Context: an optimization exercise on an open-source flow, tuned for small area, a short achievable clock period and few clock cycles. The choices shown serve that exercise and are no tape-out recipe. In this exercise RTL edits were held to simulation tests only and were not proved equivalent to the original. No activity file was given, so power comes from the tool's default toggle rates.

Setup of v58:
==> flow/design.v (excerpt) <==
module ieee488_engine (
    input  wire       clk,
    input  wire       rst,           
    input  wire [4:0] cfg_address,   
    input  wire       atn_in,
    input  wire       dav_in,
    input  wire       ndac_in,
    input  wire       nrfd_in,
    input  wire       eoi_in,
    input  wire       ifc_in,
    input  wire [7:0] data_in,
    output reg        dav_drv,
    output reg        eoi_drv,
    output reg        ndac_drv,
    output reg        nrfd_drv,
    output wire [7:0] data_out,
    output wire       data_talk,     
    output wire       ctrl_talk,     
    output wire       ext_req,
    output wire [3:0] ext_op,
    output wire [3:0] ext_sa,
    output wire [7:0] ext_wdata,
    input  wire       ext_ack,
    input  wire       ext_ok,
    input  wire [7:0] ext_rdata,
    input  wire       ext_last,
    input  wire       ext_eoi,
    output wire [5:0] cmd_len,
    input  wire [4:0] cmd_raddr,
    output wire [7:0] cmd_rdata
);
==> flow/config.mk <==
export PLATFORM = sky130hd
export DESIGN_NAME = ieee488_engine
export DESIGN_NICKNAME = ieee488_engine
export VERILOG_FILES = /design/flow/design.v
export SDC_FILE = /design/flow/constraint.sdc
export NUM_CORES = 4
export LEC_CHECK = 0
export CAP_MARGIN = 20
export CORE_MARGIN = 2
export CORE_UTILIZATION = 40
export CTS_BUF_LIST = sky130_fd_sc_hd__clkbuf_4
export CTS_CLUSTER_DIAMETER = 50
export CTS_CLUSTER_SIZE = 10
export SETUP_SLACK_MARGIN = 2.0
export SLEW_MARGIN = 20
export SYNTH_HIERARCHICAL = 1
export SYNTH_MINIMUM_KEEP_SIZE = 0
==> flow/constraint.sdc <==
create_clock -name core_clock -period 5.0 [get_ports {clk}]
set_input_delay 1.0000 -clock core_clock [delete_from_list [all_inputs] [get_ports {clk}]]
set_output_delay 1.0000 -clock core_clock [all_outputs]
set_load 0.01 [all_outputs]
standard.sh (not shown) runs the stock make flow with config.mk's settings and CLKGATE_MAP_FILE= SYNTH_SCRIPT=/design/flow/synth_recipe.tcl, a recipe that flattens the netlist after the stock synthesis.
==> flow/flow/run.sh <==
#!/bin/bash
# The standard layout (the standard.sh: ORFS synthesis to final layout),
# with the port buffers that global placement inserts on every input and
# output made from sky130_fd_sc_hd__buf_1 instead of the cell OpenROAD picks
# by itself; the resizer still upsizes the ones on critical paths.
set -euo pipefail
export BUFFER_PORTS_ARGS="-buffer_cell sky130_fd_sc_hd__buf_1"
bash standard.sh > standard.log 2>&1
Testbench counts of v58, summed over its fixed seeds: cycles 28,704.
Changes in v34 relative to v58:
- SETUP_SLACK_MARGIN changed from 2.0 to 2.6
- CTS_CLUSTER_DIAMETER changed from 50 to 60
- CTS_BUF_LIST changed from sky130_fd_sc_hd__clkbuf_4 to sky130_fd_sc_hd__clkbuf_8
- CTS_CLUSTER_SIZE changed from 10 to 12
==> flow/run.sh (new file) <==
#!/bin/bash
# synth_recipe.tcl (not shown) runs the flow's synth.tcl, then flattens the netlist and writes it again
# the make line also repeats each setting of config.mk as NAME=value (left out here)
make -C /OpenROAD-flow-scripts/flow DESIGN_CONFIG=/design/flow/config.mk WORK_HOME=/design/flow/orfs CLKGATE_MAP_FILE= SYNTH_SCRIPT=/design/flow/synth_recipe.tcl finish
removed: flow/flow/run.sh
removed: flow/standard.sh
Notes after the runs:
Diff v34..v58 | count of buffer and inverter cells on the critical path | unchanged
v34 vs v58: fraction of area in multi-input gates down
Compared with v58, v34 shows a final cell utilization of the core that is 5.4 points higher.
The net count reported at finish number comes out higher for v34 vs v58.
Input changes introduced in v50 (baseline for comparison: v34):
- an added PLACE_DENSITY of 0.75
- a deleted CTS_BUF_LIST that had been sky130_fd_sc_hd__clkbuf_8
- a deleted CTS_CLUSTER_SIZE that had been 12
- a change of SETUP_SLACK_MARGIN from 2.6 to 1.8
- a deleted CTS_CLUSTER_DIAMETER that had been 60
==> flow/flow/run.sh (new file) <==
#!/bin/bash
# The standard layout (the standard.sh: ORFS synthesis to final layout),
# with two changes to how the layout is made:
#  - the port buffers that global placement inserts on every input and output
#    are sky130_fd_sc_hd__buf_1 rather than the cell OpenROAD picks by itself
#    (the resizer still upsizes the ones on critical paths);
#  - clock tree synthesis builds the tree from clkbuf_4 with small sink
#    clusters and adds no dummy loads.
set -euo pipefail
export BUFFER_PORTS_ARGS="-buffer_cell sky130_fd_sc_hd__buf_1"
export CTS_ARGS="-sink_clustering_enable -repair_clock_nets -sink_clustering_size 10 -sink_clustering_max_diameter 50 -buf_list sky130_fd_sc_hd__clkbuf_4 -dont_use_dummy_load"
bash standard.sh > standard.log 2>&1
==> flow/standard.sh (new file) <==
#!/bin/bash
# synth_recipe.tcl (not shown) runs the flow's synth.tcl, then flattens the netlist and writes it again
# the make line also repeats each setting of config.mk as NAME=value (left out here)
make -C /OpenROAD-flow-scripts/flow DESIGN_CONFIG=/design/flow/config.mk WORK_HOME=/design/flow/orfs CLKGATE_MAP_FILE= SYNTH_SCRIPT=/design/flow/synth_recipe.tcl "${@:-finish}"
removed: flow/run.sh
### Flow results
- v34 -> v50: power per cell area decreased by a few percent
- [compare] base=v34 new=v50: peak per-stage delay on the critical path went down by 0.09 ns, synthesized area was more or less identical, final total power went down by 14%.
- Compared to v34, v50 has insertion delay to the later sink of the worst-skew pair 0.07 ns higher.
- The area added between synthesis and finish in v50 sits 12 points below the value recorded for v34.
The following lists how v22 was set up differently from v50:
- SETUP_SLACK_MARGIN changed from 1.8 to 2.0
- CTS_CLUSTER_SIZE newly set to 12
- PLACE_DENSITY removed (was 0.75)
- CTS_CLUSTER_DIAMETER newly set to 60
- CTS_BUF_LIST newly set to sky130_fd_sc_hd__clkbuf_8
==> flow/run.sh (new file) <==
#!/bin/bash
# synth_recipe.tcl (not shown) runs the flow's synth.tcl, then flattens the netlist and writes it again
# the make line also repeats each setting of config.mk as NAME=value (left out here)
make -C /OpenROAD-flow-scripts/flow DESIGN_CONFIG=/design/flow/config.mk WORK_HOME=/design/flow/orfs CLKGATE_MAP_FILE= SYNTH_SCRIPT=/design/flow/synth_recipe.tcl finish
removed: flow/flow/run.sh
removed: flow/standard.sh
==> comparison <==
v22 ended with more total length of routed wires than v50. Side by side, cell count turned out higher in v22 than in v50. Per the comparison of v22 with v50, wire length of the first global-routing pass now sits higher, total via count after detailed routing now sits lower. Relative to v50, number of cells in the design after placement has increased by 20 in v22.


ieee488_engine, a different RTL version from the one above (not shown whole).
Size in the first run: about 880 cells after synthesis, about 83 I/O pins.
export LEC_CHECK = 0
export CAP_MARGIN = 20
export CORE_MARGIN = 2
export CORE_UTILIZATION = 40
export SLEW_MARGIN = 20
create_clock -name core_clock -period 5.0 [get_ports {clk}]
run.sh (not shown) runs the stock make flow with config.mk's settings and CLKGATE_MAP_FILE= SYNTH_SCRIPT=/design/flow/synth_recipe.tcl, a recipe that flattens the netlist after the stock synthesis.
Stock flow here: none of the scripts above is used.
Testbench counts at the start, summed over its fixed seeds: cycles 28,870.
Change:
SETUP_SLACK_MARGIN = 1.5   (was not set)
After rerunning: The changed run finished with timing, DRC and antenna clean; sequential power is about the same; combinational power rises by about 7%; power is about the same; register-to-register slack improved by 0.02 ns; flip-flop and latch count does not change; core utilization rises by 1.8 points; worst setup slack improved by 0.51 ns; count of clock-buffer cells in the layout rises by 2; clock skew falls by 0.012 ns.
Change:
SETUP_SLACK_MARGIN = 2.5   (was 1.5)
Flip-flop and latch count stays the same.
Cell count went up by 1.9%.
Via count went up by about 3.3%.
Cell area went up by about 4.5%.
Total power went up by about 0.6%.


## job 5245
ieee488_engine, a different RTL version from the one above (not shown whole).
Size: ~1100 cells after synthesis, roughly 310 flip-flops, roughly 83 I/O pins, ~13000 um^2 of cells after synthesis.
// ieee488_engine
module ieee488_engine (
    input  wire       clk,
    input  wire       rst,           
    input  wire [4:0] cfg_address,   
    input  wire       atn_in,
    input  wire       dav_in,
    input  wire       ndac_in,
    input  wire       nrfd_in,
    input  wire       eoi_in,
    input  wire       ifc_in,
    input  wire [7:0] data_in,
    output reg        dav_drv,
    output reg        eoi_drv,
    output reg        ndac_drv,
    output reg        nrfd_drv,
    output wire [7:0] data_out,
    output wire       data_talk,     
    output wire       ctrl_talk,     
    output wire       ext_req,
    output wire [3:0] ext_op,
    output wire [3:0] ext_sa,
    output wire [7:0] ext_wdata,
    input  wire       ext_ack,
    input  wire       ext_ok,
    input  wire [7:0] ext_rdata,
    input  wire       ext_last,
    input  wire       ext_eoi,
    output wire [5:0] cmd_len,
    input  wire [4:0] cmd_raddr,
    output wire [7:0] cmd_rdata
);
clock: 5.0 ns
lec_check: 0
cap_margin: 20
core_margin: 2
core_utilization: 40
setup_slack_margin: 2.0
slew_margin: 20
synth_hierarchical: 1
synth_minimum_keep_size: 0
standard.sh (not shown) runs the stock make flow with config.mk's settings and CLKGATE_MAP_FILE= SYNTH_SCRIPT=/design/flow/synth_recipe.tcl, a recipe that flattens the netlist after the stock synthesis.
==> flow/flow/run.sh <==
#!/bin/bash
# The standard layout (the standard.sh: ORFS synthesis to final layout),
# with these changes to how the layout is made:
#  - the port buffers that global placement inserts on every input and output
#    are sky130_fd_sc_hd__buf_1 rather than the cell OpenROAD picks by itself
#    (the resizer still upsizes the ones on critical paths);
#  - clock tree synthesis builds the tree from clkbuf_4 with small sink
#    clusters and adds no dummy loads;
#  - the resizer may not use the slow low-power clock inverters (clkinvlp_*),
#    which are added to the platform's own don't-use cells, and its sizing
#    may swap cells of different widths (MATCH_CELL_FOOTPRINT=0).
set -euo pipefail
export BUFFER_PORTS_ARGS="-buffer_cell sky130_fd_sc_hd__buf_1"
export CTS_ARGS="-sink_clustering_enable -repair_clock_nets -sink_clustering_size 10 -sink_clustering_max_diameter 50 -buf_list sky130_fd_sc_hd__clkbuf_4 -dont_use_dummy_load"
PLATFORM_DONT_USE="sky130_fd_sc_hd__probe_p_8 sky130_fd_sc_hd__probec_p_8 sky130_fd_sc_hd__lpflow_bleeder_1 sky130_fd_sc_hd__lpflow_clkbufkapwr_1 sky130_fd_sc_hd__lpflow_clkbufkapwr_16 sky130_fd_sc_hd__lpflow_clkbufkapwr_2 sky130_fd_sc_hd__lpflow_clkbufkapwr_4 sky130_fd_sc_hd__lpflow_clkbufkapwr_8 sky130_fd_sc_hd__lpflow_clkinvkapwr_1 sky130_fd_sc_hd__lpflow_clkinvkapwr_16 sky130_fd_sc_hd__lpflow_clkinvkapwr_2 sky130_fd_sc_hd__lpflow_clkinvkapwr_4 sky130_fd_sc_hd__lpflow_clkinvkapwr_8 sky130_fd_sc_hd__lpflow_decapkapwr_12 sky130_fd_sc_hd__lpflow_decapkapwr_3 sky130_fd_sc_hd__lpflow_decapkapwr_4 sky130_fd_sc_hd__lpflow_decapkapwr_6 sky130_fd_sc_hd__lpflow_decapkapwr_8 sky130_fd_sc_hd__lpflow_inputiso0n_1 sky130_fd_sc_hd__lpflow_inputiso0p_1 sky130_fd_sc_hd__lpflow_inputiso1n_1 sky130_fd_sc_hd__lpflow_inputiso1p_1 sky130_fd_sc_hd__lpflow_inputisolatch_1 sky130_fd_sc_hd__lpflow_isobufsrc_1 sky130_fd_sc_hd__lpflow_isobufsrc_16 sky130_fd_sc_hd__lpflow_isobufsrc_2 sky130_fd_sc_hd__lpflow_isobufsrc_4 sky130_fd_sc_hd__lpflow_isobufsrc_8 sky130_fd_sc_hd__lpflow_isobufsrckapwr_16 sky130_fd_sc_hd__lpflow_lsbuf_lh_hl_isowell_tap_1 sky130_fd_sc_hd__lpflow_lsbuf_lh_hl_isowell_tap_2 sky130_fd_sc_hd__lpflow_lsbuf_lh_hl_isowell_tap_4 sky130_fd_sc_hd__lpflow_lsbuf_lh_isowell_4 sky130_fd_sc_hd__lpflow_lsbuf_lh_isowell_tap_1 sky130_fd_sc_hd__lpflow_lsbuf_lh_isowell_tap_2 sky130_fd_sc_hd__lpflow_lsbuf_lh_isowell_tap_4"
bash standard.sh "DONT_USE_CELLS=$PLATFORM_DONT_USE sky130_fd_sc_hd__clkinvlp_2 sky130_fd_sc_hd__clkinvlp_4" MATCH_CELL_FOOTPRINT=0 finish > standard.log 2>&1
Job 5245 went all the way through the flow, and no timing, DRC or antenna check failed.
Testbench counts of job 5245, summed over its fixed seeds: cycles 28,704.
Relative to job 5245, the following input files were edited for job 7978:
==> flow/flow/run.sh <==
#!/bin/bash
# The standard layout (the standard.sh: ORFS synthesis to final layout),
# with two changes to how the layout is made:
#  - the port buffers that global placement inserts on every input and output
#    are sky130_fd_sc_hd__buf_1 rather than the cell OpenROAD picks by itself
#    (the resizer still upsizes the ones on critical paths);
#  - clock tree synthesis builds the tree from clkbuf_4 with small sink
#    clusters and adds no dummy loads.
set -euo pipefail
export BUFFER_PORTS_ARGS="-buffer_cell sky130_fd_sc_hd__buf_1"
export CTS_ARGS="-sink_clustering_enable -repair_clock_nets -sink_clustering_size 10 -sink_clustering_max_diameter 50 -buf_list sky130_fd_sc_hd__clkbuf_4 -dont_use_dummy_load"
bash standard.sh > standard.log 2>&1
## What came out
No run among job 5245 and job 7978 stopped early or left any final violation; all are clean. Job 7978 ended up with more standard cells than job 5245. Comparing job 5245 and job 7978, total via count in the routed design is lower on job 5245. Compared with job 5245, job 7978 degrades leakage power. Share of the cycle needed by the critical path after routing: job 7978 higher than job 5245. [job 7978 vs job 5245] logic depth of the worst path, buffers included: higher in job 7978. Per the comparison of job 7978 with job 5245, internal power essentially unchanged; power has increased.
### job 7978 -> job 8882
diff --git a/flow/flow/run.sh b/flow/flow/run.sh
--- a/flow/flow/run.sh
+++ b/flow/flow/run.sh
@@ -2,3 +2,3 @@
 # The standard layout (the standard.sh: ORFS synthesis to final layout),
-# with two changes to how the layout is made:
+# with three changes to how the layout is made:
 #  - the port buffers that global placement inserts on every input and output
@@ -7,3 +7,5 @@
 #  - clock tree synthesis builds the tree from clkbuf_4 with small sink
-#    clusters and adds no dummy loads.
+#    clusters and adds no dummy loads;
+#  - the resizer may not use the slow low-power clock inverters (clkinvlp_*)
+#    on data paths; they are added to the platform's don't-use cells.
 set -euo pipefail
@@ -11,2 +13,3 @@
 export CTS_ARGS="-sink_clustering_enable -repair_clock_nets -sink_clustering_size 10 -sink_clustering_max_diameter 50 -buf_list sky130_fd_sc_hd__clkbuf_4 -dont_use_dummy_load"
+export DONT_USE_CELLS="sky130_fd_sc_hd__clkinvlp_2 sky130_fd_sc_hd__clkinvlp_4"
 bash standard.sh > standard.log 2>&1
Between job 7978 and job 8882, the cell area figures differ only marginally. From job 8882 to job 7978, synthesized area per cell did not move at all. Layout cell share with drive strength beyond 1 came out exactly the same in job 8882 and job 7978. On number of multi-input combinational cells in the layout, job 8882 and job 7978 are neck and neck. Time the final worst path needs with I/O delays and setup came out exactly the same in job 8882 and job 7978. Job 8882 -> job 7978: fraction of registers with async set or reset after synthesis delta 0, exact match.
Inputs modified between job 8882 and job 8622:
diff --git a/flow/flow/run.sh b/flow/flow/run.sh
--- a/flow/flow/run.sh
+++ b/flow/flow/run.sh
@@ -8,4 +8,4 @@
 #    clusters and adds no dummy loads;
-#  - the resizer may not use the slow low-power clock inverters (clkinvlp_*)
-#    on data paths; they are added to the platform's don't-use cells.
+#  - the resizer may not use the slow low-power clock inverters (clkinvlp_*):
+#    they are added to the platform's own don't-use cells.
 set -euo pipefail
@@ -13,3 +13,3 @@
 export CTS_ARGS="-sink_clustering_enable -repair_clock_nets -sink_clustering_size 10 -sink_clustering_max_diameter 50 -buf_list sky130_fd_sc_hd__clkbuf_4 -dont_use_dummy_load"
-export DONT_USE_CELLS="sky130_fd_sc_hd__clkinvlp_2 sky130_fd_sc_hd__clkinvlp_4"
-bash standard.sh > standard.log 2>&1
+PLATFORM_DONT_USE="sky130_fd_sc_hd__probe_p_8 sky130_fd_sc_hd__probec_p_8 sky130_fd_sc_hd__lpflow_bleeder_1 sky130_fd_sc_hd__lpflow_clkbufkapwr_1 sky130_fd_sc_hd__lpflow_clkbufkapwr_16 sky130_fd_sc_hd__lpflow_clkbufkapwr_2 sky130_fd_sc_hd__lpflow_clkbufkapwr_4 sky130_fd_sc_hd__lpflow_clkbufkapwr_8 sky130_fd_sc_hd__lpflow_clkinvkapwr_1 sky130_fd_sc_hd__lpflow_clkinvkapwr_16 sky130_fd_sc_hd__lpflow_clkinvkapwr_2 sky130_fd_sc_hd__lpflow_clkinvkapwr_4 sky130_fd_sc_hd__lpflow_clkinvkapwr_8 sky130_fd_sc_hd__lpflow_decapkapwr_12 sky130_fd_sc_hd__lpflow_decapkapwr_3 sky130_fd_sc_hd__lpflow_decapkapwr_4 sky130_fd_sc_hd__lpflow_decapkapwr_6 sky130_fd_sc_hd__lpflow_decapkapwr_8 sky130_fd_sc_hd__lpflow_inputiso0n_1 sky130_fd_sc_hd__lpflow_inputiso0p_1 sky130_fd_sc_hd__lpflow_inputiso1n_1 sky130_fd_sc_hd__lpflow_inputiso1p_1 sky130_fd_sc_hd__lpflow_inputisolatch_1 sky130_fd_sc_hd__lpflow_isobufsrc_1 sky130_fd_sc_hd__lpflow_isobufsrc_16 sky130_fd_sc_hd__lpflow_isobufsrc_2 sky130_fd_sc_hd__lpflow_isobufsrc_4 sky130_fd_sc_hd__lpflow_isobufsrc_8 sky130_fd_sc_hd__lpflow_isobufsrckapwr_16 sky130_fd_sc_hd__lpflow_lsbuf_lh_hl_isowell_tap_1 sky130_fd_sc_hd__lpflow_lsbuf_lh_hl_isowell_tap_2 sky130_fd_sc_hd__lpflow_lsbuf_lh_hl_isowell_tap_4 sky130_fd_sc_hd__lpflow_lsbuf_lh_isowell_4 sky130_fd_sc_hd__lpflow_lsbuf_lh_isowell_tap_1 sky130_fd_sc_hd__lpflow_lsbuf_lh_isowell_tap_2 sky130_fd_sc_hd__lpflow_lsbuf_lh_isowell_tap_4"
+bash standard.sh "DONT_USE_CELLS=$PLATFORM_DONT_USE sky130_fd_sc_hd__clkinvlp_2 sky130_fd_sc_hd__clkinvlp_4" finish > standard.log 2>&1
[summary]
Job 8622 finished every step from synthesis to the final layout, and the layout passed the timing, DRC and antenna checks.
Going from job 8882 to job 8622, sequential portion of the cell area climbed 0.34 points; final standard cell area without fillers decreased by 0.56% relative to the old numbers; critical path depth went down 1.
Job 8622 and job 8882 ended up with nearly the same power drawn by the clock network.
The run showing the smaller post-route fraction of the period consumed by the critical path is job 8622.
Cmp job 8622 and job 8882 / post-layout worst setup margin / lower: job 8882
Against job 8882, wire length in job 8622 fell slightly.
Between job 8622 and job 8882, it is job 8622 whose leakage power summed over all cells is lower, by 0.78%.
Job 8622 vs. job 8882: global-route usage level, internal power essentially unchanged.

port drivers added, routing unchanged:
How much do the figures lean on ideal ports? The routed layouts below were timed once more, with nothing changed but the port constraints.
Step 1 (the two cells are an assumption about what drives the block):
set clk [get_ports {clk}]
set_driving_cell -lib_cell sky130_fd_sc_hd__clkbuf_16 $clk
set_driving_cell -lib_cell sky130_fd_sc_hd__buf_2 [delete_from_list [all_inputs] $clk]
Step 2 times the ports against the registers' clock, not the clock port: input delays grow and output delays shrink by t, the midpoint of the rising clock arrivals with the driver on.
Three values: ideal ports, drivers, drivers and shift; two values: the first two.
run | shift t [ns] | setup slack, ns | worst setup path at the end | clock arrival spread, ns | worst slew at a driven data input, ns
v58 | 0.694 | 1.537 / 1.483 / 1.483 | input to output | 0.080 / 0.080 | 0.07
v34 | 0.637 | 1.626 / 1.575 / 1.575 | input to output | 0.023 / 0.023 | 0.07
v50 | 0.667 | 1.522 / 1.459 / 1.459 | input to output | 0.093 / 0.093 | 0.09
v22 | 0.639 | 1.688 / 1.565 / 1.503 | input to register | 0.034 / 0.034 | 0.15
the first run of note 2 | 0.552 | 0.536 / 0.509 / 0.509 | input to output | 0.023 / 0.024 | 0.04
the second run of note 2 | 0.557 | 1.051 / 0.963 / 0.963 | input to output | 0.011 / 0.010 | 0.08
the third run of note 2 | 0.615 | 1.156 / 0.989 / 0.989 | input to output | 0.017 / 0.017 | 0.17
job 5245 | 0.693 | 1.779 / 1.676 / 1.512 | input to register | 0.094 / 0.094 | 0.10
job 7978 | 0.703 | 1.617 / 1.510 / 1.493 | input to register | 0.095 / 0.095 | 0.11
job 8882 | 0.703 | 1.617 / 1.510 / 1.493 | input to register | 0.095 / 0.095 | 0.11
job 8622 | 0.698 | 1.767 / 1.691 / 1.521 | input to register | 0.097 / 0.097 | 0.10
After both steps every run listed still meets setup and hold. For job 5245, which loses most, drivers alone change the setup slack by -0.103 ns; drivers and shift together by -0.267 ns.
